This design comes from an exercise in tuning for small area, a short achievable clock period and few clock cycles on the open sky130 flow, not from production work. Function was checked by simulation only, so behaviour that the tests miss may differ from the original. Power figures rest on the tool's default switching activity, not on a simulated workload.

File: design/flow/design.v
module bpce (
    input  wire        clk,
    input  wire        rst,
    input  wire        cmd_valid,
    output wire        cmd_ready,
    input  wire [31:0] cmd_data,
    output wire        rsp_valid,
    input  wire        rsp_ready,
    output wire [31:0] rsp_data,
    output wire        mem_en,
    output wire        mem_we,
    output wire [11:0] mem_addr,
    output wire [31:0] mem_wdata,
    input  wire [31:0] mem_rdata
);
    localparam [1:0] K_SPAN = 2'd0, K_NSPAN = 2'd1, K_OVF = 2'd2, K_NONE = 2'd3;
    localparam [3:0]
        S_IDLE  = 4'd0,    
        S_W1    = 4'd1,    
        S_DRAIN = 4'd2,    
        S_LOAD  = 4'd3,    
        S_LEND  = 4'd4,    
        S_LDEC  = 4'd5,    
        S_SINIT = 4'd6,    
        S_SRCH  = 4'd7,    
        S_PACK  = 4'd8,    
        S_GDIV  = 4'd9,    
        S_GADDR = 4'd10,   
        S_ELEM  = 4'd11,   
        S_RSP   = 4'd12,   
        S_DEC   = 4'd13;   
    reg [3:0]  st;
    reg        cmd_ready_r;
    reg        mem_en_r, mem_we_r;
    reg [11:0] mem_addr_r;
    reg [31:0] mem_wdata_r;
    reg        rsp_valid_r;
    reg [31:0] rq0, rq1;
    reg        rl0, rl1;
    reg        rfull;
    assign cmd_ready = cmd_ready_r;
    assign rsp_valid = rsp_valid_r;
    assign rsp_data  = rq0;
    assign mem_en    = mem_en_r;
    assign mem_we    = mem_we_r;
    assign mem_addr  = mem_addr_r;
    assign mem_wdata = mem_wdata_r;
    reg [2:0]  op_r;         
    reg        w0ok;         
    reg        w1nz;         
    reg        w1hi;         
    reg        cok;          
    reg [1:0]  hdr;          
    reg [1:0]  kind;
    reg [10:0] n_r;          
    reg [5:0]  kg;           
    reg [5:0]  pp;           
    reg [11:0] size_w;       
    reg [10:0] li;           
    reg [10:0] lrem;         
    reg        ldv;          
    localparam [11:0] HBASE = 12'h7E0;
    reg [3:0]  hl [0:30];
    reg [30:0] hv;
    reg [1:0]  fst;          
    reg [4:0]  fb;           
    reg        fvh;          
    reg [5:0]  sp, spB, spC;
    reg [10:0] cum;
    reg        vB, vC, okC;
    reg [16:0] ncB, costC, best_cost;
    reg [5:0]  best_p;
    reg [31:0] q0, q1, q2, q3;
    reg [2:0]  qcnt;
    reg [5:0]  bo;
    reg [11:0] rd_addr;
    reg        d1, v2, d2;
    reg [5:0]  ew;
    reg        emode;        
    reg [10:0] eleft;        
    reg [15:0] mpos;         
    reg        ors;          
    reg [10:0] dq;
    reg [3:0]  dr;
    reg [3:0]  dcnt;
    reg [31:0] part_m, part_o;
    reg [5:0]  cnt_m, cnt_o;
    reg [10:0] wp, opw;
    reg [10:0] ecnt;
    reg        ovph;
    integer b;
    function [5:0] bits_needed;
        input [31:0] v;
        integer j;
        begin
            bits_needed = 6'd1;
            for (j = 0; j < 32; j = j + 1)
                if (v[j]) bits_needed = j[5:0] + 6'd1;
        end
    endfunction
    wire        cmd_fire = cmd_valid && cmd_ready_r;
    wire        rsp_fire = rsp_valid_r && rsp_ready;
    wire        rroom    = !rfull;
    wire        is_v3    = (kind == K_OVF);
    wire        is_v2    = (kind == K_NSPAN);
    wire [5:0]  kp       = pp + 6'd1;
    wire [5:0]  main_w   = is_v3 ? kp : kg;
    reg  [3:0]  epw_d;       
    reg         epw_p2;
    reg  [2:0]  epw_sh;
    always @(*) begin
        epw_p2 = 1'b1; epw_sh = 3'd0; epw_d = 4'd1;
        case (kg)
            6'd1:  epw_sh = 3'd5;
            6'd2:  epw_sh = 3'd4;
            6'd3:  begin epw_p2 = 1'b0; epw_d = 4'd10; end
            6'd4:  epw_sh = 3'd3;
            6'd5:  begin epw_p2 = 1'b0; epw_d = 4'd6; end
            6'd6:  begin epw_p2 = 1'b0; epw_d = 4'd5; end
            6'd7, 6'd8: epw_sh = 3'd2;
            6'd9, 6'd10: begin epw_p2 = 1'b0; epw_d = 4'd3; end
            6'd11, 6'd12, 6'd13, 6'd14, 6'd15, 6'd16: epw_sh = 3'd1;
            default: epw_sh = 3'd0;
        endcase
    end
    wire        d_legal = w0ok && !((op_r == 3'd3 || op_r == 3'd5) && w1nz);
    wire        d_none  = (kind == K_NONE);
    reg         d_oob;       
    wire        d_get   = d_legal && !d_none && (op_r == 3'd4) && !d_oob;
    wire        d_gfast = d_get && !(is_v2 && !epw_p2);
    wire        d_dcmp  = d_legal && !d_none && (op_r == 3'd3);
    wire [2:0]  d_stat  = (op_r == 3'd2) ? (cok ? 3'd0 : !w0ok ? 3'd5 : d_none ? 3'd4 : 3'd3) :
                          !d_legal ? 3'd5 :
                          (d_none && op_r != 3'd1) ? 3'd4 :
                          (op_r == 3'd1) ? ((w1hi || dq > 11'd2) ? 3'd2 : 3'd0) :
                          (op_r == 3'd4) ? (d_oob ? 3'd1 : 3'd0) : 3'd0;
    reg  [10:0] ma;
    reg  [5:0]  mb;
    wire [16:0] mul_p = ma * mb;
    wire [10:0] g_q = epw_p2 ? (dq >> epw_sh) : dq;
    wire [10:0] g_m = ~(11'h7FF << epw_sh);
    wire [63:0] win64  = {q1, q0} >> bo[4:0];
    wire [31:0] win    = win64[31:0];
    wire [31:0] wmask  = (ew[5]) ? 32'hFFFFFFFF : ~(32'hFFFFFFFF << ew[4:0]);
    wire [31:0] field  = win & wmask;
    wire        flag   = is_v3 && !emode && !pp[5] && win[pp[4:0]];
    wire [31:0] pmask  = ~(32'hFFFFFFFF << pp[4:0]);
    wire [6:0]  bo_w   = {1'b0, bo} + {1'b0, ew};
    wire        need2  = bo_w > 7'd32;
    wire        e_have = (qcnt >= (need2 ? 3'd2 : 3'd1));
    wire        e_act  = (st == S_ELEM) && !ors && (eleft != 11'd0);
    wire        e_skip = e_act && bo[5] && (qcnt != 3'd0);
    wire        e_rdy  = e_act && !bo[5] && e_have;
    wire        e_out  = e_rdy && !flag && (hdr == 2'd0) && rroom;
    wire        e_flag = e_rdy && flag;
    wire        e_fire = e_out || e_flag;
    wire [6:0]  bo_2w  = bo_w + {1'b0, ew};
    wire [6:0]  bo_adv = is_v2 ? ((bo_2w > 7'd32) ? 7'd32 : bo_w) : bo_w;
    wire        e_pop  = e_skip || (e_out && !emode && (bo_adv[5] || bo_adv[6]));
    wire        e_last = (eleft == 11'd1);
    wire [31:0] pk_v    = q0;
    wire [31:0] pk_hi   = pp[5] ? 32'd0 : (pk_v & ~pmask);
    wire        pk_over = is_v3 && (pk_hi != 32'd0);
    wire [31:0] pk_slot = pk_over ? ((32'd1 << pp[4:0]) | {21'd0, ecnt}) : pk_v;
    wire        pk_act  = (st == S_PACK);
    wire        pk_fm   = pk_act && cnt_m[5];                      
    wire        pk_ov   = pk_act && !pk_fm && ovph;                
    wire        pk_mn   = pk_act && !pk_fm && !ovph && (eleft != 11'd0) && (qcnt != 3'd0);
    wire        pk_end  = pk_act && !pk_fm && !ovph && (eleft == 11'd0);
    wire        pk_efm  = pk_end && (cnt_m != 6'd0);
    wire        pk_efo  = pk_end && (cnt_m == 6'd0) && (cnt_o != 6'd0);
    wire        pk_done = pk_end && (cnt_m == 6'd0) && (cnt_o == 6'd0);
    wire [31:0] sh_in   = pk_ov ? pk_v : pk_slot;
    wire [4:0]  sh_amt  = pk_ov ? cnt_o[4:0] : cnt_m[4:0];
    wire [31:0] sh_base = pk_ov ? part_o : part_m;
    wire [63:0] sh_out  = {32'd0, sh_base} | ({32'd0, sh_in} << sh_amt);
    wire [6:0]  pk_nc   = pk_ov ? ({1'b0, cnt_o} + {1'b0, kg}) : ({1'b0, cnt_m} + {1'b0, main_w});
    wire        pk_v2f  = is_v2 && ((pk_nc + {1'b0, kg}) > 7'd32);    
    wire        pk_cw   = (pk_ov || pk_mn) && (pk_nc[6] || pk_nc[5] || (!pk_ov && pk_v2f));
    wire        pk_wr   = pk_fm || pk_efm || pk_efo || pk_cw;
    wire        pk_pop  = pk_ov || (pk_mn && !pk_over);
    wire        r_mode  = (st == S_ELEM) || (st == S_PACK) || (st == S_SINIT) || (st == S_SRCH) ||
                          (!is_v3 && ((st == S_LEND) || (st == S_LDEC)));
    wire        q_push  = v2 && !d2;
    wire        q_pop   = e_pop || pk_pop || sA_go;
    wire        v1      = mem_en_r && !mem_we_r && !d1;
    wire [3:0]  q_occ   = {1'b0, qcnt} - {3'd0, q_pop} + {3'd0, q_push} + {3'd0, v1};
    wire        r_issue = r_mode && !pk_wr && (q_occ < 4'd4) && !ors &&
                          !((st == S_ELEM) && (eleft == 11'd0));
    reg         s_go;
    reg  [11:0] s_addr;
    reg  [5:0]  s_bo;
    wire [15:0] g_pos   = is_v2 ? {g_q, mul_p[4:0]} : mul_p[15:0];
    wire [15:0] o_pos   = mul_p[15:0];
    wire [5:0]  ld_bn   = bits_needed(mem_wdata_r);
    reg  [5:0]  bn_r;        
    reg         ldv2;
    wire [4:0]  h_sel   = ldv2 ? (bn_r[4:0] - 5'd1) : (sp[4:0] - 5'd1);
    wire [3:0]  h_rd    = hl[h_sel];
    wire        h_inc   = ldv2 && is_v3 && !bn_r[5];
    wire [10:0] sA_hi   = hv[h_sel] ? q0[10:0] : 11'd0;
    wire [10:0] sA_cum  = cum + sA_hi + {7'd0, h_rd};
    wire        sA_want = (st == S_SRCH) && (sp < kg);
    wire        sA_go   = sA_want && (qcnt != 3'd0);
    reg         f_any;
    reg  [4:0]  f_bin;
    integer     fi;
    always @(*) begin
        f_any = 1'b0;
        f_bin = 5'd0;
        for (fi = 30; fi >= 0; fi = fi - 1)
            if (hl[fi][3]) begin
                f_any = 1'b1;
                f_bin = fi[4:0];
            end
    end
    wire [2:0]  f_lo    = hl[f_bin][2:0];
    wire        f_go    = (fst == 2'd0) && f_any && ((st == S_LOAD) || (st == S_LEND));
    wire [16:0] sB_cost = ncB + mul_p;
    wire [11:0] sB_lim  = (spB >= 6'd11) ? 12'hFFF : (12'd1 << spB);
    wire        sB_ok   = ({1'b0, ma} <= sB_lim);
    reg         p_go;
    reg  [31:0] p_word;
    reg         p_last;
    always @(posedge clk) begin
        if (rst) begin
            st          <= S_IDLE;
            cmd_ready_r <= 1'b1;
            rsp_valid_r <= 1'b0;
            rfull       <= 1'b0;
            mem_en_r    <= 1'b0;
            mem_we_r    <= 1'b0;
            kind        <= K_NONE;
            n_r         <= 11'd0;
            size_w      <= 12'd0;
            ldv         <= 1'b0;
            v2          <= 1'b0;
            d1          <= 1'b0;
            d2          <= 1'b0;
            qcnt        <= 3'd0;
            ors         <= 1'b0;
            eleft       <= 11'd0;
            hdr         <= 2'd0;
            fst         <= 2'd0;
        end else begin
            mem_en_r <= 1'b0;
            mem_we_r <= 1'b0;
            ldv      <= 1'b0;
            p_go     = 1'b0;
            p_word   = 32'd0;
            p_last   = 1'b0;
            s_go     = 1'b0;
            s_addr   = 12'd0;
            s_bo     = 6'd0;
            if (hdr != 2'd0 && rroom && st != S_DEC) begin
                p_go   = 1'b1;
                p_word = (op_r == 3'd5) ? ((hdr == 2'd2) ? {15'd0, size_w, 5'd0} : 32'd0)
                                        : {21'd0, n_r};
                p_last = (hdr == 2'd1) && (eleft == 11'd0);
                hdr    <= hdr - 2'd1;
            end
            if (e_out) begin
                p_go   = 1'b1;
                p_word = field;
                p_last = e_last;
            end
            v2 <= mem_en_r && !mem_we_r;
            d2 <= d1;
            begin : qupd
                reg [2:0] cpop;
                cpop = qcnt - {2'd0, q_pop};
                if (q_pop) begin
                    q0 <= q1; q1 <= q2; q2 <= q3;
                end
                if (q_push) begin
                    case (cpop)
                        3'd0: q0 <= mem_rdata;
                        3'd1: q1 <= mem_rdata;
                        3'd2: q2 <= mem_rdata;
                        default: q3 <= mem_rdata;
                    endcase
                end
                qcnt <= cpop + {2'd0, q_push};
            end
            if (r_issue) begin
                mem_en_r   <= 1'b1;
                mem_addr_r <= rd_addr;
                rd_addr    <= rd_addr + 12'd1;
                d1         <= 1'b0;
            end
            bn_r <= ld_bn;
            ldv2 <= ldv;
            if (ldv2 && bn_r > kg)
                kg <= bn_r;
            if (st == S_LOAD && li == 11'd0)
                kg <= 6'd1;
            if (h_inc)
                hl[h_sel] <= {h_rd[3] && !(f_go && f_bin == h_sel), h_rd[2:0]} + 4'd1;
            if (f_go && !(h_inc && f_bin == h_sel))
                hl[f_bin] <= {1'b0, f_lo};
            if (f_go)
                hv[f_bin] <= 1'b1;
            if (e_fire) begin
                eleft <= eleft - (e_flag ? 11'd0 : 11'd1);
                if (is_v3 && !emode)
                    mpos <= mpos + {10'd0, ew};
                if (e_flag) begin
                    ma   <= field[10:0] & pmask[10:0];
                    mb   <= kg;
                    ors  <= 1'b1;
                end else if (!emode) begin
                    bo <= bo_adv[6] ? 6'd32 : {1'b0, bo_adv[4:0]};
                end
            end
            if (e_skip)
                bo <= bo - 6'd32;
            if (pk_wr) begin
                mem_en_r <= 1'b1;
                mem_we_r <= 1'b1;
                if (pk_fm || pk_efm) begin
                    mem_addr_r  <= {1'b0, wp};
                    mem_wdata_r <= part_m;
                    wp          <= wp + 11'd1;
                    cnt_m       <= 6'd0;
                    part_m      <= 32'd0;
                end else if (pk_efo) begin
                    mem_addr_r  <= 12'h800 + {1'b0, opw};
                    mem_wdata_r <= part_o;
                    opw         <= opw + 11'd1;
                    cnt_o       <= 6'd0;
                end else begin
                    mem_addr_r  <= pk_ov ? (12'h800 + {1'b0, opw}) : {1'b0, wp};
                    mem_wdata_r <= sh_out[31:0];
                    if (pk_ov) opw <= opw + 11'd1;
                    else       wp  <= wp + 11'd1;
                end
            end
            if (pk_ov) begin
                ovph  <= 1'b0;
                ecnt  <= ecnt + 11'd1;
                eleft <= eleft - 11'd1;
                if (pk_cw) begin
                    part_o <= sh_out[63:32];
                    cnt_o  <= pk_nc[5:0] - 6'd32;
                end else begin
                    part_o <= sh_out[31:0];
                    cnt_o  <= pk_nc[5:0];
                end
            end
            if (pk_mn) begin
                if (pk_over) ovph <= 1'b1;
                else         eleft <= eleft - 11'd1;
                if (is_v2) begin
                    part_m <= pk_cw ? 32'd0 : sh_out[31:0];
                    cnt_m  <= pk_cw ? 6'd0 : pk_nc[5:0];
                end else if (pk_cw) begin
                    part_m <= sh_out[63:32];
                    cnt_m  <= pk_nc[5:0] - 6'd32;
                end else begin
                    part_m <= sh_out[31:0];
                    cnt_m  <= pk_nc[5:0];
                end
            end
            if (pk_done) begin
                size_w <= {1'b0, wp} + {1'b0, opw};
                p_go   = 1'b1;
                p_last = 1'b1;
                st     <= S_RSP;
            end
            case (st)
                S_IDLE: if (cmd_fire) begin
                    op_r  <= (cmd_data[31:24] >= 8'd1 && cmd_data[31:24] <= 8'd5) ? cmd_data[26:24] : 3'd0;
                    w0ok  <= (cmd_data[31:24] >= 8'd1 && cmd_data[31:24] <= 8'd5) && (cmd_data[23:0] == 24'd0);
                    st    <= S_W1;
                end
                S_W1: begin
                    dq          <= cmd_data[10:0];
                    lrem        <= cmd_data[10:0];
                    mem_wdata_r <= cmd_data;
                    w1nz        <= (cmd_data != 32'd0);
                    w1hi        <= (cmd_data[31:11] != 21'd0);
                    d_oob       <= (cmd_data[31:11] != 21'd0) || (cmd_data[10:0] >= n_r);
                    ma          <= is_v2 ? {6'd0, cmd_data[4:0] & g_m[4:0]} : cmd_data[10:0];
                    mb          <= main_w;
                    cok         <= w0ok && (kind != K_NONE) && (cmd_data <= 32'd1024);
                    li          <= 11'd0;
                    dr          <= 4'd0;
                    dcnt        <= 4'd0;
                    rd_addr     <= is_v3 ? 12'hC00 : 12'h000;
                    if (op_r == 3'd2) begin
                        for (b = 0; b < 31; b = b + 1)
                            hl[b] <= 4'd0;
                        hv <= 31'd0;
                    end
                    if (cmd_fire) begin
                        if (op_r == 3'd2 && cmd_data != 32'd0) begin
                            if (w0ok && (kind != K_NONE) && (cmd_data <= 32'd1024)) begin
                                st <= S_LOAD;
                            end else begin
                                st <= S_DRAIN;
                            end
                        end else begin
                            cmd_ready_r <= 1'b0;
                            st          <= S_DEC;
                        end
                    end
                end
                S_DEC: begin
                    hdr   <= 2'd0;
                    eleft <= 11'd0;
                    st    <= S_RSP;
                    p_go   = 1'b1;
                    p_word = {29'd0, d_stat};
                    p_last = 1'b1;
                    if (op_r == 3'd2) begin
                        if (cok) begin
                            n_r    <= 11'd0;
                            size_w <= 12'd0;
                        end
                    end else if (d_legal && !(d_none && op_r != 3'd1)) begin
                        case (op_r)
                            3'd1: begin
                                if (d_stat == 3'd0) begin
                                    kind   <= dq[1:0];
                                    n_r    <= 11'd0;
                                    size_w <= 12'd0;
                                end
                            end
                            3'd3: begin
                                hdr    <= 2'd1;
                                eleft  <= n_r;
                                p_last = 1'b0;
                                if (n_r != 11'd0) begin
                                    st     <= S_ELEM;
                                    ew     <= main_w;
                                    emode  <= 1'b0;
                                    mpos   <= 16'd0;
                                    s_go   = 1'b1;
                                    s_addr = 12'd0;
                                    s_bo   = 6'd0;
                                end
                            end
                            3'd4: begin
                                if (!d_oob) begin
                                    eleft  <= 11'd1;
                                    p_last = 1'b0;
                                    if (d_gfast) begin
                                        st     <= S_ELEM;
                                        ew     <= main_w;
                                        emode  <= 1'b0;
                                        s_go   = 1'b1;
                                        s_addr = g_pos[15:5];
                                        s_bo   = {1'b0, g_pos[4:0]};
                                    end else begin
                                        st <= S_GDIV;
                                    end
                                end
                            end
                            default: begin  
                                hdr    <= 2'd2;
                                p_last = 1'b0;
                            end
                        endcase
                    end
                end
                S_DRAIN: if (cmd_fire) begin
                    mem_wdata_r <= mem_wdata_r - 32'd1;
                    if (mem_wdata_r == 32'd1) begin
                        cmd_ready_r <= 1'b0;
                        st          <= S_DEC;
                    end
                end
                S_LOAD: begin
                    mem_addr_r  <= is_v3 ? (12'hC00 + {1'b0, li}) : {1'b0, li};
                    mem_wdata_r <= cmd_data;
                    if (cmd_fire) begin
                        mem_en_r <= 1'b1;
                        mem_we_r <= 1'b1;
                        ldv      <= 1'b1;
                        li       <= li + 11'd1;
                        lrem     <= lrem - 11'd1;
                        if (lrem == 11'd1)
                            st <= S_LEND;
                    end
                end
                S_LEND: begin
                    n_r <= li;
                    if (!ldv && !ldv2 && fst == 2'd0 && !f_any)
                        st <= S_LDEC;
                end
                S_LDEC: begin
                    wp     <= 11'd0;
                    opw    <= 11'd0;
                    ecnt   <= 11'd0;
                    cnt_m  <= 6'd0;
                    cnt_o  <= 6'd0;
                    part_m <= 32'd0;
                    part_o <= 32'd0;
                    ovph   <= 1'b0;
                    eleft  <= n_r;
                    ma <= n_r;
                    mb <= kg;
                    if (is_v3) begin
                        rd_addr <= HBASE;
                        st      <= S_SINIT;
                    end else if ((is_v2 && kg > 6'd16) || (!is_v2 && kg == 6'd32)) begin
                        size_w <= {1'b0, n_r};
                        p_go   = 1'b1;
                        p_last = 1'b1;
                        st     <= S_RSP;
                    end else begin
                        st <= S_PACK;
                    end
                end
                S_SINIT: begin
                    best_cost <= mul_p;
                    best_p    <= kg;
                    sp        <= 6'd1;
                    cum       <= 11'd0;
                    ncB       <= {6'd0, n_r};
                    vB        <= 1'b0;
                    vC        <= 1'b0;
                    st        <= S_SRCH;
                end
                S_SRCH: begin
                    vB <= sA_go;
                    if (sA_go) begin
                        cum  <= sA_cum;
                        ma   <= n_r - sA_cum;
                        spB  <= sp;
                        ncB  <= ncB + {6'd0, n_r};
                        sp   <= sp + 6'd1;
                    end
                    vC    <= vB;
                    costC <= sB_cost;
                    okC   <= sB_ok;
                    spC   <= spB;
                    if (vC && okC && costC < best_cost) begin
                        best_cost <= costC;
                        best_p    <= spC;
                    end
                    if (!sA_want && !vB && !vC) begin
                        pp      <= best_p;
                        st      <= S_PACK;
                        rd_addr <= 12'hC00;
                        qcnt    <= 3'd0;
                        d1      <= 1'b1;
                        d2      <= 1'b1;
                    end
                end
                S_GDIV: begin
                    begin : gdiv
                        reg [4:0] r2;
                        r2 = {dr, dq[10]};
                        if (r2 >= {1'b0, epw_d}) begin
                            dr <= r2[3:0] - epw_d;
                            ma <= {7'd0, r2[3:0] - epw_d};
                            dq <= {dq[9:0], 1'b1};
                        end else begin
                            dr <= r2[3:0];
                            ma <= {7'd0, r2[3:0]};
                            dq <= {dq[9:0], 1'b0};
                        end
                    end
                    dcnt <= dcnt + 4'd1;
                    if (dcnt == 4'd10) st <= S_GADDR;
                end
                S_GADDR: begin
                    st     <= S_ELEM;
                    ew     <= main_w;
                    emode  <= 1'b0;
                    s_go   = 1'b1;
                    s_addr = g_pos[15:5];
                    s_bo   = {1'b0, g_pos[4:0]};
                end
                S_ELEM: begin
                    if (ors) begin
                        ors    <= 1'b0;
                        ew     <= kg;
                        emode  <= 1'b1;
                        s_go   = 1'b1;
                        s_addr = 12'h800 + {1'b0, o_pos[15:5]};
                        s_bo   = {1'b0, o_pos[4:0]};
                    end else if (e_out && emode && !e_last) begin
                        ew     <= kp;
                        emode  <= 1'b0;
                        s_go   = 1'b1;
                        s_addr = {1'b0, mpos[15:5]};
                        s_bo   = {1'b0, mpos[4:0]};
                    end
                    if (e_out && e_last)
                        st <= S_RSP;
                end
                default: ;
            endcase
            case (fst)
                2'd0: if (f_go) begin
                    fb  <= f_bin;
                    fvh <= hv[f_bin];
                    fst <= 2'd1;
                end
                2'd1: begin
                    d1         <= 1'b1;
                    mem_en_r   <= 1'b1;
                    mem_we_r   <= !fvh;
                    mem_addr_r <= HBASE + {7'd0, fb};
                    mem_wdata_r <= 32'd8;
                    fst        <= fvh ? 2'd2 : 2'd0;
                end
                2'd2: fst <= 2'd3;
                default: begin
                    mem_en_r    <= 1'b1;
                    mem_we_r    <= 1'b1;
                    mem_addr_r  <= HBASE + {7'd0, fb};
                    mem_wdata_r <= mem_rdata + 32'd8;
                    fst         <= 2'd0;
                end
            endcase
            if (st == S_LOAD) begin
                if (cmd_fire && lrem == 11'd1)
                    cmd_ready_r <= 1'b0;
                else if (f_go || fst == 2'd2)
                    cmd_ready_r <= 1'b0;
                else if (fst == 2'd1 || fst == 2'd3)
                    cmd_ready_r <= !f_any;
                else
                    cmd_ready_r <= !f_any;
            end
            if (s_go) begin
                qcnt       <= 3'd0;
                bo         <= s_bo;
                d2         <= 1'b1;
                mem_en_r   <= 1'b1;
                mem_we_r   <= 1'b0;
                mem_addr_r <= s_addr;
                rd_addr    <= s_addr + 12'd1;
                d1         <= 1'b0;
            end
            if (st == S_W1)
                qcnt <= 3'd0;
            begin : rq
                reg pop;
                pop = rsp_fire;
                if (pop && rl0) begin
                    cmd_ready_r <= 1'b1;
                    st          <= S_IDLE;
                end
                if (pop) begin
                    if (rfull) begin
                        rq0 <= rq1;
                        rl0 <= rl1;
                        if (p_go) begin
                            rq1 <= p_word;
                            rl1 <= p_last;
                        end else begin
                            rfull <= 1'b0;
                        end
                    end else if (p_go) begin
                        rq0 <= p_word;
                        rl0 <= p_last;
                    end else begin
                        rsp_valid_r <= 1'b0;
                    end
                end else if (p_go) begin
                    if (rsp_valid_r) begin
                        rq1   <= p_word;
                        rl1   <= p_last;
                        rfull <= 1'b1;
                    end else begin
                        rq0         <= p_word;
                        rl0         <= p_last;
                        rsp_valid_r <= 1'b1;
                    end
                end
            end
        end
    end
endmodule
File: design/flow/run.sh
#!/bin/bash
# synth_recipe.tcl (not shown) runs the flow's synth.tcl, then flattens the netlist and writes it again
# the make line also repeats each setting of config.mk as NAME=value (left out here)
make -C /OpenROAD-flow-scripts/flow DESIGN_CONFIG=/design/flow/config.mk WORK_HOME=/design/flow/orfs CLKGATE_MAP_FILE= SYNTH_SCRIPT=/design/flow/synth_recipe.tcl finish
File: design/flow/config.mk
export PLATFORM = sky130hd
export DESIGN_NAME = bpce
export DESIGN_NICKNAME = bpce
export VERILOG_FILES = /design/flow/design.v
export SDC_FILE = /design/flow/constraint.sdc
export NUM_CORES = 4
export LEC_CHECK = 0
export CAP_MARGIN = 30
export CORE_MARGIN = 2
export CORE_UTILIZATION = 40
export SLEW_MARGIN = 45
File: design/flow/constraint.sdc
create_clock -name core_clock -period 25.0 [get_ports {clk}]
set_input_delay 5.0000 -clock core_clock [delete_from_list [all_inputs] [get_ports {clk}]]
set_output_delay 5.0000 -clock core_clock [all_outputs]
set_load 0.01 [all_outputs]
==> results of run 1 <==
==> worst paths after layout <==
check / from / endpoint / slack, ns
setup / recovery: pp[0]$_DFFE_PP_ / rd_addr[5]$_DFFE_PN_ / 16.59
setup reg to reg: pp[0]$_DFFE_PP_ / rd_addr[5]$_DFFE_PN_ / 16.59
hold reg to reg: hl[4][2]$_SDFFE_PP0P_ / hl[4][2]$_SDFFE_PP0P_ / 0.45
hold / removal: hl[4][2]$_SDFFE_PP0P_ / hl[4][2]$_SDFFE_PP0P_ / 0.45
==> area by class of cell <==
| cell class | count | area (µm²) |
|---|---|---|
| flip-flops and latches | 793 | 21900 |
| diodes | 1 | 2.50 |
| well taps | 1917 | 2400 |
| fillers | 14035 | 79900 |
| multi-input cells | 5054 | 34500 |
| clock inverters | 51 | 527 |
| inverters | 223 | 845 |
| clock buffers | 128 | 2700 |
| repair buffers | 310 | 2740 |
==> through the flow <==
step                      std cells  hold WS [ns]
after detailed placement       8293         0.428
after global placement         8284         0.425
after floorplan                6518         0.400
final                          8477         0.453
after global routing           8476         0.472
after CTS                      8472         0.420
==> cell usage after synthesis (all sizes together) (30+ instances only) <==
master    n
a21o     95
nor2b    66
clkbuf  348
o21a     30
dfxtp   190
nand4    33
and2     91
mux2     77
xor2    101
inv     216
nor3    160
o221ai   47
o31ai    34
o21bai   34
a221oi   32
buf     100
ha      235
nor2    652
nand2b   44
o21ai   320
nand3   256
a31oi    57
o22ai   130
a21oi   556
and3     69
o211ai   32
fa       53
nand2   751
a22oi    68
mux2i   268
edfxtp  603
xnor2   142
nor4     58
mux4    104
a211oi   82
==> where the power goes <==
part	total, mW	internal, mW	switching [mW]	leakage [nW]
combinational	2.92	1.11	1.81	15.4
clock	1.43	0.808	0.622	1.57
sequential	1.90	1.67	0.228	7.21
==> state kept, by name, indices dropped and copies added, names as in the netlist, 17 cells and up, named ones only <==
name         cells
hv              31
hl             128
part_o          32
best_cost       17
rq0             32
rq1             32
q3              32
q1              32
q2              32
ncB             17
q0              32
costC           17
mem_wdata_r     32
part_m          32
==> per-layer routing <==
metal,global-route usage,vias up
met5,0,-
met4,0.134,0
met3,0.0756,588
met2,0.437,3452
met1,0.442,27006
li1,-,24109
==> cell families after synthesis <==
| kind of cell | count (synthesis) | synth area share |
|---|---|---|
| compound gates | 1775 | 0.196 |
| fa+ha+maj | 289 | 0.0685 |
| mux | 449 | 0.101 |
| xor+xnor | 243 | 0.0363 |
| simple gates | 2298 | 0.179 |
| flops | 793 | 0.374 |
| buf+inv | 671 | 0.0454 |
==> worst max-delay path: cells and delay by family (launching register included) <==
| kind | cells | cell delay [ns] |
|---|---|---|
| adders and majority gates | 3 | 1.16 |
| DFF | 1 | 0.76 |
| AOI/OAI and AO/OA | 10 | 2.22 |
| and+or+nand+nor | 10 | 2.35 |
| xor gates and xnor gates | 1 | 0.15 |
| muxes | 1 | 0.11 |
| buffers and inverters | 4 | 1.50 |
==> results.txt, run 1 <==
Post-synth top flop - edfxtp_1
final core occ - 0.451
Post-DP Area - 62300 µm²
Top Layer Used - met4
Synth area leaders - edfxtp_1 (31%), dfxtp_1 (6.5%), ha_1 (5.0%)
Rel. slew slack - 0.382
CTS hold repair buffers - 0
Total Routed Length - 239 mm
Finished Cell Area - 65700 µm²
Starting Density - 0.403
synth warn - 1
number of setup buffers added after CTS - 0
CTS tree - yes
FF+latch count, synth - 793
Gate Count Post-Synth - 6518
Final #Nets - 6833
vias in the first global route - 51238
Post-route DRC - 0
Area Overhead vs Synth - 12.1%
worst ir drop on vdd - 0.135 mV
IO Pins - 148
slowest stage delay, CP - 0.76 ns
CTS Buf Count - 95
First-pass DRT Iterations - 9
Max clock buf depth - 3
crit path kind - reg2reg
Post-Place Worst Slack - 16.50 ns
Vias - 55155
CP max FO - 43
Yosys top cell area share - 0.309
DR WL met3 - 28.7 mm
Post-Syn Area - 58600 µm²
Leak - 24.2 nW
Seq/Total Area, Yosys - 0.374
Tcrit/Tclk final - 0.336
layout cells sized above 1 - 0.0985
Max stage delay cell, worst path - edfxtp_1
Avg Cell Area, Syn - 8.99 µm²
remaining antenna violation count - 0
Worst Slack Setup Final - 16.59 ns
library cells used by synthesis - 103
RSZ-0062 raised after global routing - false
reg2reg path depth - 29
Setup TNS Final - 0 ns
Met2 Wirelength - 98.2 mm
Min-Delay Path Depth - 2
worst-skew pair later-pin latency - 0.79 ns
H-tree levels - 3
critical path capture point type - register
Power per Cell Area - 95.1 nW/µm²
number of antenna violations at the first check in global routing - 8
area leader, netlist - edfxtp_1
total clock sinks - 793
crit path time final - 8.41 ns
Highest Clock Rate - 0.119 GHz
Tot Pwr - 6.25 mW
HPWL after DPL - 173 mm
clock-pin transition on the worst setup and hold timing paths - 0.06 ns
Arrival @ worst endpoint - 9.00 ns
outcome - finished clean
GR Util All Layers - 0.308
FP Rows - 140
gpl congestion - 1.03
ys async rst share - 0
Max-cap violations - 0
root buffer cell - clkbuf_16
Die W - 387 µm
syn_nets - 6874
Iter 0 DRT Violations - 8053
met1 wire length - 101 mm
most frequent cells in the layout - nand2_1 (746), nor2_1 (639), edfxtp_1 (603)
post-cts resize count - 0
routed len/inst - 28.2 µm
Req. time, crit path - 25.60 ns
Hold Fails Final Rpt - 0
die height - 387 µm
Setup Viol. Count Final - 0
mean number of vias per cell - 6.51
Remaining Overflow, GRT - 0
fin. max-slew vios - 0
first-pass GRT wire length - 349 mm
CP Launch Type - register
commonest non-fill, non-tap cell in the layout - nand2_1
Final Skew - 0.0883 ns
Hold Path Class - reg2reg
Die ar. - 150000 µm²
Least-Margin Pin Slew - 0.913 ns
Core Area - 146000 µm²
largest net degree at the start of global routing - 73
PortBufs - 147
Post-synth EDFFs - 603
Testbench counts, summed over its fixed seeds: cycles 55,019.
==> run 2, diff against run 1 <==
--- a/design/flow/design.v
+++ b/design/flow/design.v
@@ -66,20 +66,20 @@
     reg [4:0]  fb;           
     reg        fvh;          
     reg [5:0]  sp, spB, spC;
-    reg [10:0] cum;
     reg        vB, vC, okC;
     reg [16:0] ncB, costC, best_cost;
     reg [5:0]  best_p;
     reg [31:0] q0, q1, q2, q3;
     reg [2:0]  qcnt;
     reg [5:0]  bo;
-    reg [11:0] rd_addr;
+    reg [11:0] rd_addr;      
     reg        d1, v2, d2;
     reg [5:0]  ew;
     reg        emode;        
     reg [10:0] eleft;        
     reg [15:0] mpos;         
     reg        ors;          
+    reg        mrs;          
     reg [10:0] dq;
     reg [3:0]  dr;
     reg [3:0]  dcnt;
@@ -148,7 +148,7 @@
     wire [6:0]  bo_w   = {1'b0, bo} + {1'b0, ew};
     wire        need2  = bo_w > 7'd32;
     wire        e_have = (qcnt >= (need2 ? 3'd2 : 3'd1));
-    wire        e_act  = (st == S_ELEM) && !ors && (eleft != 11'd0);
+    wire        e_act  = (st == S_ELEM) && !ors && !mrs && (eleft != 11'd0);
     wire        e_skip = e_act && bo[5] && (qcnt != 3'd0);
     wire        e_rdy  = e_act && !bo[5] && e_have;
     wire        e_out  = e_rdy && !flag && (hdr == 2'd0) && rroom;
@@ -185,7 +185,7 @@
     wire        q_pop   = e_pop || pk_pop || sA_go;
     wire        v1      = mem_en_r && !mem_we_r && !d1;
     wire [3:0]  q_occ   = {1'b0, qcnt} - {3'd0, q_pop} + {3'd0, q_push} + {3'd0, v1};
-    wire        r_issue = r_mode && !pk_wr && (q_occ < 4'd4) && !ors &&
+    wire        r_issue = r_mode && !pk_wr && (q_occ < 4'd4) && !ors && !mrs &&
                           !((st == S_ELEM) && (eleft == 11'd0));
     reg         s_go;
     reg  [11:0] s_addr;
@@ -195,11 +195,12 @@
     wire [5:0]  ld_bn   = bits_needed(mem_wdata_r);
     reg  [5:0]  bn_r;        
     reg         ldv2;
-    wire [4:0]  h_sel   = ldv2 ? (bn_r[4:0] - 5'd1) : (sp[4:0] - 5'd1);
+    wire [4:0]  h_sel   = bn_r[4:0] - 5'd1;
     wire [3:0]  h_rd    = hl[h_sel];
+    wire [4:0]  s_sel   = sp[4:0] - 5'd1;
     wire        h_inc   = ldv2 && is_v3 && !bn_r[5];
-    wire [10:0] sA_hi   = hv[h_sel] ? q0[10:0] : 11'd0;
-    wire [10:0] sA_cum  = cum + sA_hi + {7'd0, h_rd};
+    wire [10:0] sA_hi   = hv[s_sel] ? q0[10:0] : 11'd0;
+    wire [10:0] sA_cnt  = sA_hi + {7'd0, hl[s_sel]};
     wire        sA_want = (st == S_SRCH) && (sp < kg);
     wire        sA_go   = sA_want && (qcnt != 3'd0);
     reg         f_any;
@@ -239,6 +240,7 @@
             d2          <= 1'b0;
             qcnt        <= 3'd0;
             ors         <= 1'b0;
+            mrs         <= 1'b0;
             eleft       <= 11'd0;
             hdr         <= 2'd0;
             fst         <= 2'd0;
@@ -284,7 +286,7 @@
             end
             if (r_issue) begin
                 mem_en_r   <= 1'b1;
-                mem_addr_r <= rd_addr;
+                mem_addr_r <= rd_addr + 12'd1;
                 rd_addr    <= rd_addr + 12'd1;
                 d1         <= 1'b0;
             end
@@ -292,7 +294,7 @@
             ldv2 <= ldv;
             if (ldv2 && bn_r > kg)
                 kg <= bn_r;
-            if (st == S_LOAD && li == 11'd0)
+            if (st == S_LOAD && cok && li == 11'd0)
                 kg <= 6'd1;
             if (h_inc)
                 hl[h_sel] <= {h_rd[3] && !(f_go && f_bin == h_sel), h_rd[2:0]} + 4'd1;
@@ -386,7 +388,7 @@
                     li          <= 11'd0;
                     dr          <= 4'd0;
                     dcnt        <= 4'd0;
-                    rd_addr     <= is_v3 ? 12'hC00 : 12'h000;
+                    rd_addr     <= is_v3 ? 12'hBFF : 12'hFFF;
                     if (op_r == 3'd2) begin
                         for (b = 0; b < 31; b = b + 1)
                             hl[b] <= 4'd0;
@@ -394,11 +396,7 @@
                     end
                     if (cmd_fire) begin
                         if (op_r == 3'd2 && cmd_data != 32'd0) begin
-                            if (w0ok && (kind != K_NONE) && (cmd_data <= 32'd1024)) begin
-                                st <= S_LOAD;
-                            end else begin
-                                st <= S_DRAIN;
-                            end
+                            st <= S_LOAD;
                         end else begin
                             cmd_ready_r <= 1'b0;
                             st          <= S_DEC;
@@ -463,14 +461,13 @@
                         endcase
                     end
                 end
-                S_DRAIN: if (cmd_fire) begin
-                    mem_wdata_r <= mem_wdata_r - 32'd1;
-                    if (mem_wdata_r == 32'd1) begin
-                        cmd_ready_r <= 1'b0;
-                        st          <= S_DEC;
+                S_LOAD: if (!cok) begin
+                    if (cmd_fire) begin
+                        mem_wdata_r <= mem_wdata_r - 32'd1;
+                        if (mem_wdata_r == 32'd1)
+                            st <= S_DEC;
                     end
-                end
-                S_LOAD: begin
+                end else begin
                     mem_addr_r  <= is_v3 ? (12'hC00 + {1'b0, li}) : {1'b0, li};
                     mem_wdata_r <= cmd_data;
                     if (cmd_fire) begin
@@ -501,7 +498,7 @@
                     ma <= n_r;
                     mb <= kg;
                     if (is_v3) begin
-                        rd_addr <= HBASE;
+                        rd_addr <= HBASE - 12'd1;
                         st      <= S_SINIT;
                     end else if ((is_v2 && kg > 6'd16) || (!is_v2 && kg == 6'd32)) begin
                         size_w <= {1'b0, n_r};
@@ -516,7 +513,6 @@
                     best_cost <= mul_p;
                     best_p    <= kg;
                     sp        <= 6'd1;
-                    cum       <= 11'd0;
                     ncB       <= {6'd0, n_r};
                     vB        <= 1'b0;
                     vC        <= 1'b0;
@@ -525,8 +521,7 @@
                 S_SRCH: begin
                     vB <= sA_go;
                     if (sA_go) begin
-                        cum  <= sA_cum;
-                        ma   <= n_r - sA_cum;
+                        ma   <= ma - sA_cnt;
                         spB  <= sp;
                         ncB  <= ncB + {6'd0, n_r};
                         sp   <= sp + 6'd1;
@@ -542,7 +537,7 @@
                     if (!sA_want && !vB && !vC) begin
                         pp      <= best_p;
                         st      <= S_PACK;
-                        rd_addr <= 12'hC00;
+                        rd_addr <= 12'hBFF;
                         qcnt    <= 3'd0;
                         d1      <= 1'b1;
                         d2      <= 1'b1;
@@ -581,12 +576,15 @@
                         s_go   = 1'b1;
                         s_addr = 12'h800 + {1'b0, o_pos[15:5]};
                         s_bo   = {1'b0, o_pos[4:0]};
-                    end else if (e_out && emode && !e_last) begin
+                    end else if (mrs) begin
+                        mrs    <= 1'b0;
                         ew     <= kp;
                         emode  <= 1'b0;
                         s_go   = 1'b1;
                         s_addr = {1'b0, mpos[15:5]};
                         s_bo   = {1'b0, mpos[4:0]};
+                    end else if (e_out && emode && !e_last) begin
+                        mrs    <= 1'b1;
                     end
                     if (e_out && e_last)
                         st <= S_RSP;
@@ -617,7 +615,9 @@
                 end
             endcase
             if (st == S_LOAD) begin
-                if (cmd_fire && lrem == 11'd1)
+                if (!cok)
+                    cmd_ready_r <= !(cmd_fire && mem_wdata_r == 32'd1);
+                else if (cmd_fire && lrem == 11'd1)
                     cmd_ready_r <= 1'b0;
                 else if (f_go || fst == 2'd2)
                     cmd_ready_r <= 1'b0;
@@ -633,7 +633,7 @@
                 mem_en_r   <= 1'b1;
                 mem_we_r   <= 1'b0;
                 mem_addr_r <= s_addr;
-                rd_addr    <= s_addr + 12'd1;
+                rd_addr    <= s_addr;
                 d1         <= 1'b0;
             end
             if (st == S_W1)
==> results.txt, run 2 <==
Setup TNS Final - 0 ns
Tcrit/Tclk final - 0.352
Post-route DRC - 0
ys async rst share - 0
register area - 21600 µm²
crit path kind - reg2reg
CTS tree - yes
Hold Path Class - reg2reg
gpl congestion - 1.01
clock-pin transition on the worst setup and hold timing paths - 0.06 ns
Setup Viol. Count Final - 0
Finished Cell Area - 67300 µm²
IO Pins - 148
Final #Nets - 7014
Max-cap violations - 0
CTS hold repair buffers - 0
worst-skew pair later-pin latency - 0.74 ns
outcome - finished clean
Core Area - 150000 µm²
H-tree levels - 3
worst ir drop on vdd - 0.155 mV
Total Routed Length - 248 mm
routed len/inst - 28.3 µm
Worst Slack Setup Final - 16.21 ns
number of antenna violations at the first check in global routing - 12
Area Overhead vs Synth - 11.6%
most numerous cell in the Yosys netlist - nor2_1
post-synthesis adder-cell area fraction - 0.0645
Die W - 392 µm
Post-DP Area - 64200 µm²
reg2reg path depth - 26
Final Skew - 0.0562 ns
fin. max-slew vios - 0
die height - 392 µm
Post-Syn Area - 60300 µm²
Iter 0 DRT Violations - 8147
mux contribution to synthesized area - 0.111
FF+latch count, synth - 783
HPWL after DPL - 179 mm
area leader, netlist - edfxtp_1
final core occ - 0.450
Gate Count Post-Synth - 6772
Post-Synth XOR/XNOR Area - 0.0343
FP Rows - 142
Post-Place Worst Slack - 16.17 ns
library cells used by synthesis - 94
Arrival @ worst endpoint - 9.35 ns
Post-synth top flop - edfxtp_1
syn_nets - 7119
Most flops, register - hl
total clock sinks - 783
Commonest cells post-synth - nor2_1 (843), edfxtp_1 (592), nand2_1 (586)
filler cell count - 14388
largest family of logic cells by synthesized area - compound AO/OA/AOI/OAI gates
remaining antenna violation count - 0
CP max FO - 34
largest net degree at the start of global routing - 111
CP Launch Type - register
Rel. slew slack - 0.380
post-synthesis compound-gate area fraction - 0.205
Least-Margin Pin Slew - 0.928 ns
First-pass DRT Iterations - 7
commonest non-fill, non-tap cell in the layout - nor2_1
Seq/Total Area, Yosys - 0.358
Req. time, crit path - 25.56 ns
Highest Clock Rate - 0.114 GHz
Avg Cell Area, Syn - 8.91 µm²
Remaining Overflow, GRT - 0
layout cells sized above 1 - 0.0980
first-pass GRT wire length - 361 mm
synth warn - 1
Hold Fails Final Rpt - 0
Leak - 24.9 nW
Vias - 57235
Power per Cell Area - 103 nW/µm²
vias in the first global route - 52809
post-synthesis simple-gate area fraction - 0.177
post-cts resize count - 0
critical path capture point type - register
Die ar. - 154000 µm²
GR Util All Layers - 0.313
Multi-input gate area - 36300 µm²
most frequent cells in the layout - nor2_1 (831), edfxtp_1 (592), nand2_1 (579)
Synth area leaders - edfxtp_1 (29%), dfxtp_1 (6.3%), nor2_1 (5.2%)
RSZ-0062 raised after global routing - false
Min-Delay Path Depth - 0
mean number of vias per cell - 6.53
Max clock buf depth - 3
number of setup buffers added after CTS - 0
CTS Buf Count - 93
root buffer cell - clkbuf_16
Starting Density - 0.403
PortBufs - 147
Post-synth EDFFs - 592
crit path time final - 8.79 ns
Yosys top cell area share - 0.295
max FFs per register - 128
==> run 2: power by group <==
group / internal (mW) / switching (mW)
Sequential: 1.72 / 0.320
Combinational: 1.33 / 2.17
Clock: 0.769 / 0.620
Total: 3.81 / 3.11
==> run 2: kinds of logic (layout without fill, tap and decap cells) <==
family / Yosys count / after routing
compound gates: 1858 / 1858
xor+xnor: 236 / 236
fa+ha+maj: 281 / 281
buf+inv: 786 / 756
flops: 783 / 783
mux: 487 / 487
other cells: 0 / 7
simple gates: 2341 / 2341
==> run 2: area by class of cell <==
cell class                 instances  area share
clock buffer                     115      0.0370
clock inverter                    55     0.00806
sequential                       783       0.321
inverter                         280      0.0158
tap                             2016      0.0375
antenna                            7    0.000260
multi-input combinational       5203       0.539
timing repair buffer             306      0.0413
==> run 2: worst paths after layout <==
kind | from | end | slack, ns
setup / recovery | pp[2]$_DFFE_PP_ | rd_addr[5]$_DFFE_PN_ | 16.21
setup reg to reg | pp[2]$_DFFE_PP_ | rd_addr[5]$_DFFE_PN_ | 16.21
hold / removal | ldv$_SDFF_PP0_ | ldv2$_DFFE_PN_ | 0.45
hold reg to reg | ldv$_SDFF_PP0_ | ldv2$_DFFE_PN_ | 0.45
==> run 2: metrics by stage <==
| stage | hold WS [ns] | std cells | power (mW) |
|---|---|---|---|
| 4_1_cts | 0.445 | 8754 | 6.86 |
| 3_5_place_dp | 0.430 | 8584 | 5.46 |
| 3_3_place_gp | 0.424 | 8573 | 5.37 |
| 6_report | 0.446 | 8765 | 6.92 |
| 5_1_grt | 0.454 | 8758 | 7.27 |
| 2_1_floorplan | 0.400 | 6772 | 4.11 |
==> run 2: worst max-delay path, cell delays in order, from the launching register on <==
cell	delay (ns)
edfxtp_1	0.32
buf_4	0.38
clkinv_1	0.67
ha_1	0.61
a2111oi_0	0.42
o2111ai_1	0.19
nor4_1	0.57
a31oi_2	0.17
buf_4	0.27
o21ai_1	0.72
nor3_4	0.20
a21bo_2	0.25
buf_4	0.54
ha_1	0.34
inv_1	0.06
ha_1	0.22
a21o_1	0.18
a21oi_1	0.18
xor2_1	0.21
nand4_1	0.13
a31oi_2	0.41
buf_4	0.42
inv_1	0.13
nor3_1	0.44
nand2_1	0.13
xor2_1	0.16
a311oi_1	0.25
==> run 2: metal layers <==
layer | vias up | GRT usage | routed length (µm)
met1 | 27970 | 0.441 | 104000
met4 | 12 | 0.137 | 12500
met5 | - | 0.0118 | 306
met2 | 3526 | 0.449 | 103000
met3 | 673 | 0.0794 | 28200
li1 | 25054 | - | -
Testbench counts of run 2, summed over its fixed seeds: cycles 55,124.
==> run 3, diff against run 2 <==
--- a/design/flow/design.v
+++ b/design/flow/design.v
@@ -62,7 +62,7 @@
     localparam [11:0] HBASE = 12'h7E0;
     reg [3:0]  hl [0:30];
     reg [30:0] hv;
-    reg [1:0]  fst;          
+    reg [2:0]  fst;          
     reg [4:0]  fb;           
     reg        fvh;          
     reg [5:0]  sp, spB, spC;
@@ -80,6 +80,8 @@
     reg [15:0] mpos;         
     reg        ors;          
     reg        mrs;          
+    reg        nd2;          
+    reg  [5:0] bo_nx, ew_nx;
     reg [10:0] dq;
     reg [3:0]  dr;
     reg [3:0]  dcnt;
@@ -104,7 +106,7 @@
     wire        is_v3    = (kind == K_OVF);
     wire        is_v2    = (kind == K_NSPAN);
     wire [5:0]  kp       = pp + 6'd1;
-    wire [5:0]  main_w   = is_v3 ? kp : kg;
+    reg  [5:0]  mw;          
     reg  [3:0]  epw_d;       
     reg         epw_p2;
     reg  [2:0]  epw_sh;
@@ -146,17 +148,17 @@
     wire        flag   = is_v3 && !emode && !pp[5] && win[pp[4:0]];
     wire [31:0] pmask  = ~(32'hFFFFFFFF << pp[4:0]);
     wire [6:0]  bo_w   = {1'b0, bo} + {1'b0, ew};
-    wire        need2  = bo_w > 7'd32;
+    wire        need2  = nd2;
     wire        e_have = (qcnt >= (need2 ? 3'd2 : 3'd1));
     wire        e_act  = (st == S_ELEM) && !ors && !mrs && (eleft != 11'd0);
     wire        e_skip = e_act && bo[5] && (qcnt != 3'd0);
     wire        e_rdy  = e_act && !bo[5] && e_have;
-    wire        e_out  = e_rdy && !flag && (hdr == 2'd0) && rroom;
-    wire        e_flag = e_rdy && flag;
-    wire        e_fire = e_out || e_flag;
+    wire        e_fire = e_rdy && (hdr == 2'd0) && rroom;
+    wire        e_out  = e_fire && !flag;
+    wire        e_flag = e_fire && flag;
     wire [6:0]  bo_2w  = bo_w + {1'b0, ew};
     wire [6:0]  bo_adv = is_v2 ? ((bo_2w > 7'd32) ? 7'd32 : bo_w) : bo_w;
-    wire        e_pop  = e_skip || (e_out && !emode && (bo_adv[5] || bo_adv[6]));
+    wire        e_pop  = e_skip || (e_fire && !emode && (bo_adv[5] || bo_adv[6]));
     wire        e_last = (eleft == 11'd1);
     wire [31:0] pk_v    = q0;
     wire [31:0] pk_hi   = pp[5] ? 32'd0 : (pk_v & ~pmask);
@@ -174,7 +176,7 @@
     wire [4:0]  sh_amt  = pk_ov ? cnt_o[4:0] : cnt_m[4:0];
     wire [31:0] sh_base = pk_ov ? part_o : part_m;
     wire [63:0] sh_out  = {32'd0, sh_base} | ({32'd0, sh_in} << sh_amt);
-    wire [6:0]  pk_nc   = pk_ov ? ({1'b0, cnt_o} + {1'b0, kg}) : ({1'b0, cnt_m} + {1'b0, main_w});
+    wire [6:0]  pk_nc   = pk_ov ? ({1'b0, cnt_o} + {1'b0, kg}) : ({1'b0, cnt_m} + {1'b0, mw});
     wire        pk_v2f  = is_v2 && ((pk_nc + {1'b0, kg}) > 7'd32);    
     wire        pk_cw   = (pk_ov || pk_mn) && (pk_nc[6] || pk_nc[5] || (!pk_ov && pk_v2f));
     wire        pk_wr   = pk_fm || pk_efm || pk_efo || pk_cw;
@@ -216,7 +218,7 @@
             end
     end
     wire [2:0]  f_lo    = hl[f_bin][2:0];
-    wire        f_go    = (fst == 2'd0) && f_any && ((st == S_LOAD) || (st == S_LEND));
+    wire        f_go    = (fst == 3'd0) && f_any && ((st == S_LOAD) || (st == S_LEND));
     wire [16:0] sB_cost = ncB + mul_p;
     wire [11:0] sB_lim  = (spB >= 6'd11) ? 12'hFFF : (12'd1 << spB);
     wire        sB_ok   = ({1'b0, ma} <= sB_lim);
@@ -243,12 +245,14 @@
             mrs         <= 1'b0;
             eleft       <= 11'd0;
             hdr         <= 2'd0;
-            fst         <= 2'd0;
+            fst         <= 3'd0;
         end else begin
             mem_en_r <= 1'b0;
             mem_we_r <= 1'b0;
             ldv      <= 1'b0;
             p_go     = 1'b0;
+            bo_nx    = bo;
+            ew_nx    = ew;
             p_word   = 32'd0;
             p_last   = 1'b0;
             s_go     = 1'b0;
@@ -310,12 +314,12 @@
                     ma   <= field[10:0] & pmask[10:0];
                     mb   <= kg;
                     ors  <= 1'b1;
-                end else if (!emode) begin
-                    bo <= bo_adv[6] ? 6'd32 : {1'b0, bo_adv[4:0]};
                 end
+                if (!emode)
+                    bo_nx = bo_adv[6] ? 6'd32 : {1'b0, bo_adv[4:0]};
             end
             if (e_skip)
-                bo <= bo - 6'd32;
+                bo_nx = bo - 6'd32;
             if (pk_wr) begin
                 mem_en_r <= 1'b1;
                 mem_we_r <= 1'b1;
@@ -383,7 +387,7 @@
                     w1hi        <= (cmd_data[31:11] != 21'd0);
                     d_oob       <= (cmd_data[31:11] != 21'd0) || (cmd_data[10:0] >= n_r);
                     ma          <= is_v2 ? {6'd0, cmd_data[4:0] & g_m[4:0]} : cmd_data[10:0];
-                    mb          <= main_w;
+                    mb          <= mw;
                     cok         <= w0ok && (kind != K_NONE) && (cmd_data <= 32'd1024);
                     li          <= 11'd0;
                     dr          <= 4'd0;
@@ -430,7 +434,7 @@
                                 p_last = 1'b0;
                                 if (n_r != 11'd0) begin
                                     st     <= S_ELEM;
-                                    ew     <= main_w;
+                                    ew_nx     = mw;
                                     emode  <= 1'b0;
                                     mpos   <= 16'd0;
                                     s_go   = 1'b1;
@@ -444,7 +448,7 @@
                                     p_last = 1'b0;
                                     if (d_gfast) begin
                                         st     <= S_ELEM;
-                                        ew     <= main_w;
+                                        ew_nx     = mw;
                                         emode  <= 1'b0;
                                         s_go   = 1'b1;
                                         s_addr = g_pos[15:5];
@@ -482,7 +486,7 @@
                 end
                 S_LEND: begin
                     n_r <= li;
-                    if (!ldv && !ldv2 && fst == 2'd0 && !f_any)
+                    if (!ldv && !ldv2 && fst == 3'd0 && !f_any)
                         st <= S_LDEC;
                 end
                 S_LDEC: begin
@@ -497,6 +501,7 @@
                     eleft  <= n_r;
                     ma <= n_r;
                     mb <= kg;
+                    mw <= kg;
                     if (is_v3) begin
                         rd_addr <= HBASE - 12'd1;
                         st      <= S_SINIT;
@@ -536,6 +541,7 @@
                     end
                     if (!sA_want && !vB && !vC) begin
                         pp      <= best_p;
+                        mw      <= best_p + 6'd1;
                         st      <= S_PACK;
                         rd_addr <= 12'hBFF;
                         qcnt    <= 3'd0;
@@ -562,7 +568,7 @@
                 end
                 S_GADDR: begin
                     st     <= S_ELEM;
-                    ew     <= main_w;
+                    ew_nx     = mw;
                     emode  <= 1'b0;
                     s_go   = 1'b1;
                     s_addr = g_pos[15:5];
@@ -571,14 +577,14 @@
                 S_ELEM: begin
                     if (ors) begin
                         ors    <= 1'b0;
-                        ew     <= kg;
+                        ew_nx     = kg;
                         emode  <= 1'b1;
                         s_go   = 1'b1;
                         s_addr = 12'h800 + {1'b0, o_pos[15:5]};
                         s_bo   = {1'b0, o_pos[4:0]};
                     end else if (mrs) begin
                         mrs    <= 1'b0;
-                        ew     <= kp;
+                        ew_nx     = kp;
                         emode  <= 1'b0;
                         s_go   = 1'b1;
                         s_addr = {1'b0, mpos[15:5]};
@@ -592,26 +598,30 @@
                 default: ;
             endcase
             case (fst)
-                2'd0: if (f_go) begin
+                3'd0: if (f_go) begin
                     fb  <= f_bin;
                     fvh <= hv[f_bin];
-                    fst <= 2'd1;
+                    fst <= 3'd1;
                 end
-                2'd1: begin
-                    d1         <= 1'b1;
-                    mem_en_r   <= 1'b1;
-                    mem_we_r   <= !fvh;
-                    mem_addr_r <= HBASE + {7'd0, fb};
+                3'd1: begin
+                    d1          <= 1'b1;
+                    mem_en_r    <= 1'b1;
+                    mem_we_r    <= !fvh;
+                    mem_addr_r  <= HBASE + {7'd0, fb};
                     mem_wdata_r <= 32'd8;
-                    fst        <= fvh ? 2'd2 : 2'd0;
+                    fst         <= fvh ? 3'd2 : 3'd0;
+                end
+                3'd2: fst <= 3'd3;
+                3'd3: begin
+                    ma  <= mem_rdata[10:0];
+                    fst <= 3'd4;
                 end
-                2'd2: fst <= 2'd3;
                 default: begin
                     mem_en_r    <= 1'b1;
                     mem_we_r    <= 1'b1;
                     mem_addr_r  <= HBASE + {7'd0, fb};
-                    mem_wdata_r <= mem_rdata + 32'd8;
-                    fst         <= 2'd0;
+                    mem_wdata_r <= {21'd0, ma + 11'd8};
+                    fst         <= 3'd0;
                 end
             endcase
             if (st == S_LOAD) begin
@@ -619,16 +629,14 @@
                     cmd_ready_r <= !(cmd_fire && mem_wdata_r == 32'd1);
                 else if (cmd_fire && lrem == 11'd1)
                     cmd_ready_r <= 1'b0;
-                else if (f_go || fst == 2'd2)
+                else if (f_go || fst == 3'd3)
                     cmd_ready_r <= 1'b0;
-                else if (fst == 2'd1 || fst == 2'd3)
-                    cmd_ready_r <= !f_any;
                 else
                     cmd_ready_r <= !f_any;
             end
             if (s_go) begin
                 qcnt       <= 3'd0;
-                bo         <= s_bo;
+                bo_nx         = s_bo;
                 d2         <= 1'b1;
                 mem_en_r   <= 1'b1;
                 mem_we_r   <= 1'b0;
@@ -638,6 +646,9 @@
             end
             if (st == S_W1)
                 qcnt <= 3'd0;
+            bo  <= bo_nx;
+            ew  <= ew_nx;
+            nd2 <= ({1'b0, bo_nx} + {1'b0, ew_nx}) > 7'd32;
             begin : rq
                 reg pop;
                 pop = rsp_fire;
==> results.txt, run 3 <==
first-pass GRT wire length - 344 mm
Max stage delay cell, worst path - edfxtp_1
Hold Crit Start - ldv$_SDFF_PP0_
First-pass DRT Iterations - 8
slowest stage delay, CP - 0.71 ns
clock-pin transition on the worst setup and hold timing paths - 0.06 ns
Final Skew - 0.0715 ns
HPWL after DPL - 171 mm
die height - 386 µm
most numerous cell in the Yosys netlist - nor2_1
Top Usage Layer GRT - met2
routed len/inst - 27.9 µm
mean number of vias per cell - 6.39
Seq/Total Area, Yosys - 0.375
Reg2Reg Capture Point - rd_addr[6]$_DFFE_PN_
Area Overhead vs Synth - 12.6%
GR Util All Layers - 0.307
Hold Path Class - reg2reg
Least-Margin Pin Slew - 0.841 ns
Die ar. - 149000 µm²
remaining antenna violation count - 0
Critical path buffers and inverters - 6
CTS tree - yes
number of setup buffers added after CTS - 0
GR Util met3 - 0.0533
area leader, netlist - edfxtp_1
Commonest cells post-synth - nor2_1 (743), nand2_1 (666), edfxtp_1 (599)
Hold Fails Final Rpt - 0
Final #Nets - 6739
Synth area leaders - edfxtp_1 (31%), dfxtp_1 (6.6%), mux4_2 (5.6%)
post-cts resize count - 0
Vias - 53533
CTS Buf Count - 97
most frequent cells in the layout - nor2_1 (732), nand2_1 (663), edfxtp_1 (599)
crit path time final - 7.86 ns
Most flops, register - hl
Max-cap violations - 0
FP Rows - 140
Top delay family on crit path - simple AND/OR/NAND/NOR gates
Post-route DRC - 0
library cells used by synthesis - 101
syn_nets - 6736
worst-skew pair later-pin latency - 0.76 ns
fin. max-slew vios - 0
Post-synth top flop - edfxtp_1
Highest Clock Rate - 0.127 GHz
gpl congestion - 0.986
layout cells sized above 1 - 0.103
register area - 21800 µm²
Remaining Overflow, GRT - 0
Leak - 25.1 nW
commonest non-fill, non-tap cell in the layout - nor2_1
H-tree levels - 3
CP max FO - 38
CTS hold repair buffers - 0
total clock sinks - 791
filler cell count - 13991
Yosys top cell area share - 0.309
met2 usage - 0.484
Starting Density - 0.401
Req. time, crit path - 25.55 ns
Post-Syn Area - 58200 µm²
FF+latch count, synth - 791
Avg Cell Area, Syn - 9.12 µm²
Arrival @ worst endpoint - 8.41 ns
IO Pins - 148
Setup TNS Final - 0 ns
Core Area - 145000 µm²
Multi-input gate area - 34200 µm²
root buffer cell - clkbuf_16
crit path kind - reg2reg
Post-synth EDFFs - 599
Tcrit/Tclk final - 0.315
Gate Count Post-Synth - 6381
hold path endpoint - ldv2$_DFFE_PN_
synth warn - 1
Setup Viol. Count Final - 0
outcome - finished clean
worst r2r src - pp[0]$_DFFE_PP_
Tot Pwr - 7.07 mW
Total Routed Length - 234 mm
CP Launch Type - register
RSZ-0062 raised after global routing - false
PortBufs - 147
Max clock buf depth - 3
largest net degree at the start of global routing - 129
ys async rst share - 0
reg2reg setup slack - 17.14 ns
Iter 0 DRT Violations - 6750
Fin Hold WS - 0.461 ns
antenna fix cells - 0
critical path capture point type - register
Power per Cell Area - 108 nW/µm²
number of antenna violations at the first check in global routing - 3
vias in the first global route - 50703
max FFs per register - 128
worst ir drop on vdd - 0.128 mV
Rel. slew slack - 0.437
M1 GR Usage - 0.406
Min-Delay Path Depth - 0
Die W - 386 µm
reg2reg path depth - 27
-- run 3: cell count changes after synthesis, sizes merged, moves of 17 or more --
| cell | previous run | this run |
|---|---|---|
| nand2 | 586 | 667 |
| nor2 | 843 | 743 |
| a311o | 33 | 2 |
| o21ai | 306 | 355 |
| a21o | 72 | 93 |
| nand3 | 172 | 145 |
| nor3 | 275 | 128 |
| clkbuf | 414 | 359 |
| o211a | 67 | 7 |
| mux2 | 81 | 56 |
| a31oi | 84 | 56 |
| buf | 92 | 67 |
| a311oi | 23 | 6 |
-- run 3: layer usage --
| layer | part of all wire | wire [µm] | vias up |
|---|---|---|---|
| met5 | 0 | 0 | - |
| met2 | 0.45 | 106000 | 2978 |
| met3 | 0.091 | 21300 | 633 |
| li1 | - | - | 23760 |
| met4 | 0.057 | 13400 | 0 |
| met1 | 0.40 | 92700 | 26162 |
-- run 3: logic make-up after synthesis --
logic type | synth area share
buffers and inverters | 0.0455
flip-flops | 0.375
AND/OR/NAND/NOR | 0.165
XOR/XNOR | 0.0353
adder cells (fa/ha/maj) | 0.0686
AO/OA/AOI/OAI | 0.199
multiplexers | 0.112
-- run 3: worst max-delay path by stage --
| stage | start | slack [ns] | endpoint | depth (start not counted) |
|---|---|---|---|---|
| 2_1_floorplan | rst | 12.14 | register | 8 |
| 3_3_place_gp | rsp_ready | 17.11 | rq1[21]$_DFFE_PP_ | 4 |
| 3_5_place_dp | pp[0]$_DFFE_PP_ | 17.32 | rd_addr[9]$_DFFE_PN_ | 28 |
| 4_1_cts | pp[0]$_DFFE_PP_ | 17.30 | rd_addr[9]$_DFFE_PN_ | 28 |
| 5_1_grt | pp[0]$_DFFE_PP_ | 16.63 | rd_addr[6]$_DFFE_PN_ | 27 |
| 6_report | pp[0]$_DFFE_PP_ | 17.14 | rd_addr[6]$_DFFE_PN_ | 27 |
-- run 3: cell type report --
type,count,share of cell area
inverter,263,0.0153
clock buffer,130,0.0403
timing repair buffer,330,0.0449
multi-input combinational,4901,0.522
sequential,791,0.333
tap,1917,0.0366
clock inverter,51,0.00785
-- run 3: power breakdown --
group,internal (mW),total (mW),switching (mW),leakage (nW)
sequential,1.73,1.97,0.245,7.21
clock,0.792,1.42,0.627,1.53
combinational,1.35,3.67,2.32,16.4
total,3.87,7.07,3.19,25.1
-- run 3: stage by stage --
stage	instance area, µm²	cells	worst slack, ns	util
floorplan	58200	6381	12.14	-
global placement	62000	8185	17.11	0.427
detailed placement	62200	8196	17.32	0.429
CTS	65400	8377	17.30	0.451
global route	65500	8383	16.63	0.452
finish	65500	8383	17.14	0.452
Testbench counts of run 3, summed over its fixed seeds: cycles 55,185.

afterwards: timing with drivers on the ports:
The results above use ideal ports. As a check the final layouts listed here were re-extracted and re-timed, cells and wires unchanged. Step 1 sets driving cells, clkbuf_16 on the clock port and buf_2 on the other inputs (assumed; they add their load-dependent delay and slew). Step 2, shift: input delay + t, output delay - t, t = (earliest + latest rising clock arrival at the registers) / 2. This alone moves slack from input paths to output paths. a / b / c = ideal / step 1 / step 2; a / b = the first two.
run | t (ns) | setup WS [ns] | latest minus earliest clock arrival (ns) | worst register clock-pin slew, ns | worst data-port slew with drivers (ns)
run 1 | 0.831 | 16.595 / 16.595 / 16.551 | 0.091 / 0.091 | 0.07 / 0.07 | 0.06
run 2 | 0.800 | 16.212 / 16.212 / 16.212 | 0.061 / 0.061 | 0.07 / 0.07 | 0.10
run 3 | 0.807 | 17.136 / 17.136 / 17.136 | 0.073 / 0.073 | 0.08 / 0.08 | 0.06
After both steps every run listed still meets setup and hold. For run 1, which loses most, drivers alone change the setup slack by 0.000 ns; drivers and shift together by -0.044 ns.
